Source: an optimization exercise on an open RTL-to-GDS flow (aim: small area). Production flows keep margins and buffers that such runs may drop.
Only simulation tests tie the RTL to the original design; equivalence was not proved.

== run A ==
==> flow/design.v <==
module xfr1_boot (
    input  wire        clk,
    input  wire        rst,          
    input  wire        line_in,      
    output wire        line_out,     
    output wire        boot_user,    
    output wire        fl_req,
    output wire [1:0]  fl_cmd,       
    output wire [15:0] fl_addr,
    output wire [15:0] fl_wdata,
    input  wire        fl_ack,
    input  wire [7:0]  fl_rdata,
    output wire        adc_req,
    input  wire        adc_ack,
    input  wire [7:0]  adc_data
);
    localparam [2:0] ST_BOOT = 3'd0, ST_USER = 3'd1, ST_RX = 3'd2, ST_TX = 3'd4,
                     ST_EXEC = 3'd6,    
                     ST_EXDN = 3'd7;    
    reg  [2:0]    state;
    reg  [3:0]    sub;         
    reg  [5:0]    slot;        
    reg           rx_sync;     
    reg  [7:0]    sr;          
    reg  [1:0]    byte_no;     
    reg  [2:0]    op;
    reg  [7:0]    a0, a1;
    reg  [7:0]    req_hash;
    reg  [1:0]    phase;       
    reg  [1023:0] ring;
    reg  [5:0]    ptr;
    reg  [7:0]    acc;
    wire s_boot = state == ST_BOOT;
    wire s_rx   = state == ST_RX;
    wire s_exec = state == ST_EXEC;
    wire s_exdn = state == ST_EXDN;
    wire s_ex   = state[2] & state[1];
    wire s_tx   = state == ST_TX;
    wire [7:0] w_lo = ring[7:0];
    wire [7:0] w_hi = ring[15:8];
    wire [5:0] t_last  = (byte_no == 2'd0) ? 6'd49 : 6'd4;    
    wire sub9    = sub == 4'd9;
    wire rx_to   = !rx_sync && !line_in && slot == t_last && sub9;
    wire rx_stop = rx_sync && slot == 6'd9 && sub == 4'd5;
    wire rx_done = s_rx && (rx_to || rx_stop);
    wire rx_ok   = rx_stop && !line_in;
    wire rx_sync_now = s_rx && !rx_sync && line_in;
    wire       reserved = sr[7:3] != 5'd0 || sr[2:1] == 2'b11;
    wire [1:0] last_no  = (op == 3'd0) ? 2'd2 : (op[2:1] == 2'b01) ? 2'd1 : 2'd3;
    wire       is_last  = byte_no != 2'd0 && byte_no == last_no;
    wire       range_bad = (op[2:1] == 2'b00 && a0[7]) ||
                           (op == 3'd4 && (a0[7] || a1[6:0] != 7'd0)) ||
                           (op == 3'd5 && (a0[7] || a0[6:4] == 3'b111));
    wire       more     = rx_ok && !is_last && !(byte_no == 2'd0 && reserved);
    wire       exec     = rx_done && rx_ok && is_last && sr == req_hash && !range_bad;
    wire       wr_exec  = exec && op == 3'd1;
    wire adc_on = s_exec && op == 3'd2;
    wire fl_on  = s_exec && op[2];
    wire adc_go = adc_on && adc_ack;
    wire fl_go  = fl_on && fl_ack;
    wire fill_go = fl_go && !op[0];
    wire fin_now = adc_go ||
                   (fill_go && phase[0] && ptr == 6'd63) ||
                   (fl_go && op[0] && phase == 2'd3);
    wire wait_ok  = sub[1] & sub[0];                          
    wire tx_start = (s_exdn || fin_now) && wait_ok;
    wire tx_last  = s_tx && slot == 6'd9 && sub9;
    reg [7:0] tx_val;
    always @(*) begin
        case (op)
            3'd0:    tx_val = a0[0] ? w_hi : w_lo;
            3'd1:    tx_val = a1;
            3'd3:    tx_val = acc;
            default: tx_val = 8'h80;
        endcase
    end
    wire [5:0] target = (op[2:1] == 2'b00) ? a0[6:1] : 6'd0;
    wire park_move = byte_no == 2'd0 || ptr != target;
    reg  rot;
    always @(*) begin
        case (state)
            ST_RX:   rot = park_move || (wr_exec && a0[0]);
            ST_EXEC: rot = fl_go && (op[0] ? phase == 2'd1 : phase[0]);
            ST_EXDN: rot = 1'b0;
            default: rot = 1'b1;
        endcase
    end
    wire [7:0] wdat   = s_exec ? fl_rdata : a1;
    wire       we_lo  = (fill_go && !phase[0]) || (wr_exec && !a0[0]);
    wire       we_hi  = (fill_go && phase[0]) || (wr_exec && a0[0]);
    wire [7:0] t_hi   = we_hi ? wdat : w_hi;
    wire [7:0] t_lo   = w_lo;
    always @(posedge clk) begin
        if (rot) begin
            ring <= {t_hi, t_lo, ring[1023:16]};
            ptr  <= ptr + 6'd1;
            acc  <= ((ptr == 6'd0) ? 8'd0 : {acc[5:0], acc[7:6]}) ^ {t_lo[6:0], t_lo[7]} ^ t_hi;
        end else if (we_lo) begin
            ring[7:0] <= wdat;
        end
    end
    assign line_out  = s_tx && (slot == 6'd0 || sr[7]);
    assign boot_user = state == ST_USER;
    assign fl_req    = fl_on;
    assign fl_cmd    = phase & {2{op[0]}};
    assign fl_addr   = {a0, a1[7], ptr, phase[0] & !op[0]};
    assign fl_wdata  = ring[15:0];
    assign adc_req   = adc_on;
    wire clr = (s_boot && line_in) || rx_done || tx_start || tx_last;
    always @(posedge clk) begin
        if (rst || clr) begin
            sub  <= 4'd0;
            slot <= 6'd0;
        end else if (rx_sync_now) begin
            sub  <= 4'd1;
            slot <= 6'd0;
        end else if (!(s_ex && wait_ok)) begin
            sub  <= sub9 ? 4'd0 : sub + 4'd1;
            slot <= slot + {5'd0, sub9};
        end
    end
    always @(posedge clk) begin
        if (clr)
            rx_sync <= 1'b0;
        else if (rx_sync_now)
            rx_sync <= 1'b1;
    end
    always @(posedge clk) begin
        if (adc_go || (tx_start && op == 3'd2 && adc_ack))
            sr <= adc_data;
        else if (tx_start && op != 3'd2)
            sr <= tx_val;
        else if ((s_rx && sub == 4'd5) || (s_tx && sub9 && slot != 6'd0))
            sr <= {sr[6:0], line_in & s_rx};
    end
    always @(posedge clk) begin
        if (rst) begin
            state   <= ST_BOOT;
            byte_no <= 2'd0;
        end else begin
            case (state)
                ST_BOOT: begin
                    if (line_in)
                        state <= ST_RX;
                    else if (slot == 6'd1 && sub9)
                        state <= ST_USER;
                end
                ST_RX: begin
                    if (rx_done) begin
                        if (more) begin
                            byte_no <= byte_no + 2'd1;
                        end else begin
                            byte_no <= 2'd0;
                            if (exec)
                                state <= (op == 3'd0 || op == 3'd1 || op == 3'd3) ? ST_EXDN : ST_EXEC;
                        end
                    end
                end
                ST_EXEC: if (tx_start) state <= ST_TX;
                         else if (fin_now) state <= ST_EXDN;
                ST_EXDN: if (tx_start) state <= ST_TX;
                ST_TX:   if (tx_last) state <= ST_RX;
                default: ;
            endcase
        end
    end
    always @(posedge clk) begin
        if (rx_done && more) begin
            req_hash <= ((byte_no == 2'd0) ? 8'd0 : {req_hash[6:0], req_hash[7]}) ^ sr;
            case (byte_no)
                2'd0:    op <= sr[2:0];
                2'd1:    a0 <= sr;
                default: a1 <= sr;
            endcase
        end
    end
    always @(posedge clk) begin
        if (exec) begin
            phase <= {1'b0, op == 3'd5};
        end else if (fl_go) begin
            if (!op[0])
                phase[0] <= !phase[0];
            else if (phase != 2'd1 || ptr == 6'd63)
                phase <= phase + 2'd1;
        end
    end
endmodule
Settings: LEC_CHECK=0, CAP_MARGIN=20, CORE_MARGIN=2, CORE_UTILIZATION=70, PLACE_DENSITY=0.8, SLEW_MARGIN=20; clock period 10.0 ns.
standard.sh (not shown) runs the stock make flow with config.mk's settings and CLKGATE_MAP_FILE= SYNTH_SCRIPT=/design/flow/synth_recipe.tcl, a recipe that flattens the netlist after the stock synthesis.
==> flow/flow/run.sh <==
#!/bin/bash
# The standard layout (standard.sh), with clock tree synthesis told not to add
# dummy loads and the port buffers made with the smallest buffer cell.
set -euo pipefail
bash standard.sh "CTS_ARGS=-sink_clustering_enable -repair_clock_nets -dont_use_dummy_load -sink_clustering_size 32 -sink_clustering_max_diameter 50 -buf_list sky130_fd_sc_hd__clkbuf_16" "BUFFER_PORTS_ARGS=-buffer_cell sky130_fd_sc_hd__buf_1" finish > flow_make.log 2>&1
Run A did not stop at any stage, and its layout met the timing, DRC and antenna checks.
Setup changes, run A to run Z
==> flow/flow/run.sh <==
#!/bin/bash
# The standard layout (standard.sh), with clock tree synthesis told not to add
# dummy loads and the port buffers made with the smallest buffer cell.
set -euo pipefail
bash standard.sh "CTS_ARGS=-sink_clustering_enable -repair_clock_nets -dont_use_dummy_load -sink_clustering_size 20 -sink_clustering_max_diameter 60 -buf_list sky130_fd_sc_hd__clkbuf_8" "BUFFER_PORTS_ARGS=-buffer_cell sky130_fd_sc_hd__buf_1" finish > flow_make.log 2>&1
diff --git a/flow/config.mk b/flow/config.mk
--- a/flow/config.mk
+++ b/flow/config.mk
@@ -7,3 +7,3 @@
 export LEC_CHECK = 0
-export CAP_MARGIN = 20
+export CAP_MARGIN = 0
 export CORE_MARGIN = 2
@@ -11,2 +11,2 @@
 export PLACE_DENSITY = 0.8
-export SLEW_MARGIN = 20
+export SLEW_MARGIN = 0
Notes after the runs:
Run A -> run Z: number of nets in the final layout flat. Relative to run A, run Z degrades minimum period implied by the final worst setup slack. From run A to run Z, post-synthesis sequential element count did not move at all. Run Z against run A; via-per-instance ratio is down by a few percent.

-- what the ideal ports hide --
Ports are ideal in the flow. The routed layouts listed here were re-timed in OpenROAD.
Step 1 (the two cells are an assumption about what drives the block):
set clk [get_ports {clk}]
set_driving_cell -lib_cell sky130_fd_sc_hd__clkbuf_16 $clk
set_driving_cell -lib_cell sky130_fd_sc_hd__buf_2 [delete_from_list [all_inputs] $clk]
Step 2 moves the port delays by t, midway between the first and last clock arrival at a register: inputs arrive t later, outputs are due t later. That takes back most of the time a late clock gives input paths.
a / b / c = ideal ports / drivers / drivers and shift; a / b = the first two.
run	t (ns)	slack for setup (ns)	worst setup path at the end	worst register clock-pin slew, ns	worst slew at a driven data input, ns
run A	0.663	4.870 / 4.869 / 4.206	input to register	0.11 / 0.11	0.12
run Z	0.680	4.771 / 4.768 / 4.088	input to register	0.11 / 0.11	0.11
After both steps setup and hold are still met in every run listed. For run Z, which loses most, drivers alone change the setup slack by -0.003 ns; drivers and shift together by -0.683 ns.
